Source: an optimization exercise on an open RTL-to-GDS flow (aim: small area). Production flows keep margins and buffers that such runs may drop.
Only simulation tests tie the RTL to the original design; equivalence was not proved.
Power figures rest on the tool's default switching activity, not on a simulated workload.

==> flow/design.v (excerpt) <==
module crcfr (
    input  wire        clk,
    input  wire        rst_n,     
    input  wire        sel,       
    input  wire        we,        
    input  wire [1:0]  size,      
    input  wire [5:0]  addr,      
    input  wire [31:0] wdata,
    output reg  [31:0] rdata,
    output wire        buserr,
    output wire        irq
);
    localparam [2:0] ST_IDLE = 3'd0, ST_RAW = 3'd1, ST_ENC = 3'd2, ST_DEC = 3'd3,
                     ST_SIGGEN = 3'd4, ST_SIGCHK = 3'd5;
    localparam [2:0] PH_NONE = 3'd0, PH_LEN = 3'd1, PH_TAG = 3'd2, PH_PAYLOAD = 3'd3,
                     PH_CRC = 3'd4, PH_SIG = 3'd5, PH_END = 3'd6;
    function [31:0] crc_byte;
        input [31:0] c;
        input [7:0]  b;
        integer k;
        reg [31:0] v;
        begin
            v = c ^ {24'd0, b};
            for (k = 0; k < 8; k = k + 1)
                v = v[0] ? ((v >> 1) ^ 32'hEDB88320) : (v >> 1);
            crc_byte = v;
        end
    endfunction
    function is_letter;
  ...
For scale: roughly 1,600 cells after synthesis, ~220 flip-flops, roughly 78 I/O pins, ~0.013 mm^2 of cells after synthesis.
==> flow/config.mk <==
export PLATFORM = sky130hd
export DESIGN_NAME = crcfr
export DESIGN_NICKNAME = crcfr
export VERILOG_FILES = /design/flow/design.v
export SDC_FILE = /design/flow/constraint.sdc
export NUM_CORES = 4
export LEC_CHECK = 0
export CAP_MARGIN = 5
export CORE_MARGIN = 2
export CORE_UTILIZATION = 55
export SLEW_MARGIN = 5
==> flow/constraint.sdc <==
create_clock -name core_clock -period 12.0 [get_ports {clk}]
set_input_delay 2.4000 -clock core_clock [delete_from_list [all_inputs] [get_ports {clk}]]
set_output_delay 2.4000 -clock core_clock [all_outputs]
set_load 0.01 [all_outputs]
standard.sh (not shown) runs the stock make flow with config.mk's settings and CLKGATE_MAP_FILE= SYNTH_SCRIPT=/design/flow/synth_recipe.tcl, a recipe that flattens the netlist after the stock synthesis.
==> flow/flow/run.sh <==
#!/bin/bash
# Own layout flow: the standard flow, except that
#  * synthesis (flat) maps the logic with an area-oriented ABC
#    script (abc_area.script: deepsyn, then area-recovering mapping; no
#    delay-driven buffering or upsizing), once per deepsyn seed, and keeps the
#    smallest mapping (abc_pick.tcl); it skips the full-adder extraction. Everything up to the
#    flip-flop mapping is ORFS's synth.tcl as the standard synthesis runs it, so
#    the registers keep their names and cells;
#  * the port buffers are buf_1 cells; CTS builds the tree from clkbuf_4 cells
#    (clkbuf_8 root) in clusters of up to 8 sinks and inserts no dummy loads.
# Each tool's full output goes to a log file in the work folder.
set -euo pipefail
W=$PWD
F=$W/flow
SEEDS="1 2 3 4 5 6 7 8"

for s in $SEEDS; do
  sed -e "s#@SEED@#$s#" "$F/abc_area.script" > "$W/abc_area_$s.script"
done
{ echo "set own_work {$W}"; echo "set own_seeds {$SEEDS}"; cat "$F/abc_pick.tcl"; } > "$W/abc_pick_own.tcl"

# ORFS's synth.tcl with the ABC call replaced.
sed -e "s#log_cmd abc {\*}\$abc_args#source $W/abc_pick_own.tcl#" \
    "$FLOW_HOME/scripts/synth.tcl" > "$W/synth_own.tcl"
grep -q "source $W/abc_pick_own.tcl" "$W/synth_own.tcl"
# The standard flow's synthesis wrapper, sourcing that copy.
sed -e "s#source \$::env(SCRIPTS_DIR)/synth.tcl#source $W/synth_own.tcl#" \
    "$W/synth_recipe.tcl" > "$W/synth_recipe_own.tcl"
grep -q "source $W/synth_own.tcl" "$W/synth_recipe_own.tcl"
# standard.sh with that synthesis script.
sed -e "s#SYNTH_SCRIPT=[^ ]*#SYNTH_SCRIPT=$W/synth_recipe_own.tcl#" "$W/standard.sh" > "$W/standard_own.sh"
grep -q "synth_recipe_own.tcl" "$W/standard_own.sh"

EXTRA=(ADDER_MAP_FILE=
       "BUFFER_PORTS_ARGS=-buffer_cell sky130_fd_sc_hd__buf_1"
       "CTS_ARGS=-sink_clustering_enable -repair_clock_nets -dont_use_dummy_load -buf_list sky130_fd_sc_hd__clkbuf_4 -root_buf sky130_fd_sc_hd__clkbuf_8 -sink_clustering_size 8 -sink_clustering_max_diameter 40")

bash "$W/standard_own.sh" "${EXTRA[@]}" synth > "$W/synth.log" 2>&1
bash "$W/standard.sh" "${EXTRA[@]}" finish > "$W/layout.log" 2>&1
Other scripts of this flow, unchanged in this note and not shown: flow/flow/abc_area.script, flow/flow/abc_pick.tcl
The baseline went through all stages and came out clean.
Change:
--- a/flow/flow/run.sh
+++ b/flow/flow/run.sh
@@ -3,6 +2,0 @@
-#  * synthesis (flat) maps the logic with an area-oriented ABC
-#    script (abc_area.script: deepsyn, then area-recovering mapping; no
-#    delay-driven buffering or upsizing), once per deepsyn seed, and keeps the
-#    smallest mapping (abc_pick.tcl); it skips the full-adder extraction. Everything up to the
-#    flip-flop mapping is ORFS's synth.tcl as the standard synthesis runs it, so
-#    the registers keep their names and cells;
--- a/flow/config.mk
+++ b/flow/config.mk
@@ -11,0 +12 @@
+export SYNTH_HIERARCHICAL = 1
Hold slack loses 0.0034 ns.
Core utilization went down by 0.30 points.
Total power went up by 3.5%.
Global-route usage went up by 2.6 points.
Via count went up by 0.80%.


v17:
crcfr, a different RTL version from the one above (not shown whole).
For scale: about 1600 cells after synthesis, roughly 220 flip-flops, roughly 78 I/O pins.
export LEC_CHECK = 0
export CAP_MARGIN = 20
export CORE_MARGIN = 2
export CORE_UTILIZATION = 40
export SLEW_MARGIN = 20
create_clock -name core_clock -period 12.0 [get_ports {clk}]
==> flow/flow/run.sh <==
#!/bin/bash
# Own layout flow: the standard flow, except that
#  * synthesis maps the logic with an area-oriented ABC script (abc_area.script
#    here, no delay-driven buffering or upsizing) and without the full-adder
#    extraction; everything up to the flip-flop mapping is ORFS's synth.tcl as
#    the standard synthesis runs it, so the registers keep their names and cells;
#  * the port buffers are buf_1 cells; CTS builds the tree from clkbuf_4 cells
#    and inserts no dummy loads.
# Each tool's full output goes to a log file in the work folder.
set -euo pipefail
W=$PWD
F=$W/flow

# ORFS's synth.tcl with the ABC call replaced.
sed -e "s#log_cmd abc {\*}\$abc_args#log_cmd abc -script $F/abc_area.script {*}\$lib_args {*}\$lib_dont_use_args#" \
    "$FLOW_HOME/scripts/synth.tcl" > "$W/synth_own.tcl"
grep -q "abc -script $F/abc_area.script" "$W/synth_own.tcl"
# The standard flow's synthesis wrapper, sourcing that copy.
sed -e "s#source \$::env(SCRIPTS_DIR)/synth.tcl#source $W/synth_own.tcl#" \
    "$W/synth_recipe.tcl" > "$W/synth_recipe_own.tcl"
grep -q "source $W/synth_own.tcl" "$W/synth_recipe_own.tcl"
# standard.sh with that synthesis script.
sed -e "s#SYNTH_SCRIPT=[^ ]*#SYNTH_SCRIPT=$W/synth_recipe_own.tcl#" "$W/standard.sh" > "$W/standard_own.sh"
grep -q "synth_recipe_own.tcl" "$W/standard_own.sh"

EXTRA=(ADDER_MAP_FILE=
       "BUFFER_PORTS_ARGS=-buffer_cell sky130_fd_sc_hd__buf_1"
       "CTS_ARGS=-sink_clustering_enable -repair_clock_nets -dont_use_dummy_load -buf_list sky130_fd_sc_hd__clkbuf_4 -root_buf sky130_fd_sc_hd__clkbuf_4")

bash "$W/standard_own.sh" "${EXTRA[@]}" synth > "$W/synth.log" 2>&1
bash "$W/standard.sh" "${EXTRA[@]}" finish > "$W/layout.log" 2>&1
==> flow/flow/abc_area.script <==
strash
&get -n
&st
&deepsyn -T 60 -S 7
&dch
&nf -p -R 1000
&put
topo
What v39 does differently from v17 at the input level:
- CORE_UTILIZATION now 55, was 40
- SLEW_MARGIN now 5, was 20
- CAP_MARGIN now 5, was 20
[summary]
No run among v39 and v17 stopped early or left any final violation; all are clean.
Diff v17 -> v39 | first-pass GRT wire length | decrease of 3.5%
Diff v39 and v17: placed standard-cell area lower in v39
Reported for v39 and v17, portion of the post-synthesis area used by sequential elements turned out identical to the last digit.
Utilization ends up lower on v17.
Modified inputs, v50 compared to v39
- swapping 55 for 40 in CORE_UTILIZATION
- swapping 5 for 20 in SLEW_MARGIN
- swapping 5 for 20 in CAP_MARGIN
-- flow/flow/run.sh --
<<< v39, line 5
#    extraction; everything up to the flip-flop mapping is ORFS's synth.tcl as
#    the standard synthesis runs it, so the registers keep their names and cells;
#  * the port buffers are buf_1 cells; CTS builds the tree from clkbuf_4 cells
#    and inserts no dummy loads.
# Each tool's full output goes to a log file in the work folder.
set -euo pipefail
>>> v50, line 5
#    extraction; everything up to the flip-flop mapping is ORFS's synth.tcl as
#    the standard synthesis runs it, so the registers keep their names and cells;
#  * the port buffers are buf_1 cells and CTS inserts no dummy loads.
# Each tool's full output goes to a log file in the work folder.
set -euo pipefail
<<< v39, line 26
EXTRA=(ADDER_MAP_FILE=
       "BUFFER_PORTS_ARGS=-buffer_cell sky130_fd_sc_hd__buf_1"
       "CTS_ARGS=-sink_clustering_enable -repair_clock_nets -dont_use_dummy_load -buf_list sky130_fd_sc_hd__clkbuf_4 -root_buf sky130_fd_sc_hd__clkbuf_4")

bash "$W/standard_own.sh" "${EXTRA[@]}" synth > "$W/synth.log" 2>&1
>>> v50, line 25
EXTRA=(ADDER_MAP_FILE=
       "BUFFER_PORTS_ARGS=-buffer_cell sky130_fd_sc_hd__buf_1"
       "CTS_ARGS=-sink_clustering_enable -repair_clock_nets -dont_use_dummy_load")

bash "$W/standard_own.sh" "${EXTRA[@]}" synth > "$W/synth.log" 2>&1
==> flow/flow/abc_area.script <==
strash
&get -n
&st
&dch
&nf -R 1000
&put
topo
==> comparison <==
Looking at die extent in x, v50 sits 19% above v39. NOTE: area after synthesis in v50 exceeds that of v39. Delta (v50 minus v39): starting density of the core moved down, total power after layout went up by about 10%.

==> separate check: timing with driven ports <==
How much do the figures lean on ideal ports? The routed layouts below were timed once more, with nothing changed but the port constraints. Step 1, drivers: a clkbuf_16 drives clk and a buf_2 each remaining input, both assumed. Step 2, shift: input delay + t, output delay - t, t = (earliest + latest rising clock arrival at the registers) / 2. This alone moves slack from input paths to output paths. Slacks: ideal / step 1 / step 2; pairs: ideal / step 1.
| run | shift t [ns] | slack for setup (ns) | latest minus earliest clock arrival (ns) | slew at the worst register clock pin (ns) |
|---|---|---|---|---|
| the first run of note 1 | 0.577 | 1.114 / 1.137 / 0.560 | 0.082 / 0.081 | 0.10 / 0.10 |
| the second run of note 1 | 0.586 | 1.815 / 1.839 / 1.253 | 0.059 / 0.060 | 0.10 / 0.10 |
| v17 | 0.771 | 1.457 / 1.485 / 0.714 | 0.081 / 0.080 | 0.07 / 0.07 |
| v39 | 0.738 | 1.175 / 1.199 / 0.460 | 0.071 / 0.071 | 0.08 / 0.08 |
| v50 | 0.603 | 1.040 / 1.074 / 0.471 | 0.028 / 0.028 | 0.07 / 0.07 |
After both steps every run listed still meets setup and hold. The setup slack of v17, which loses most, moves by +0.028 ns with the drivers and by -0.743 ns with both steps.
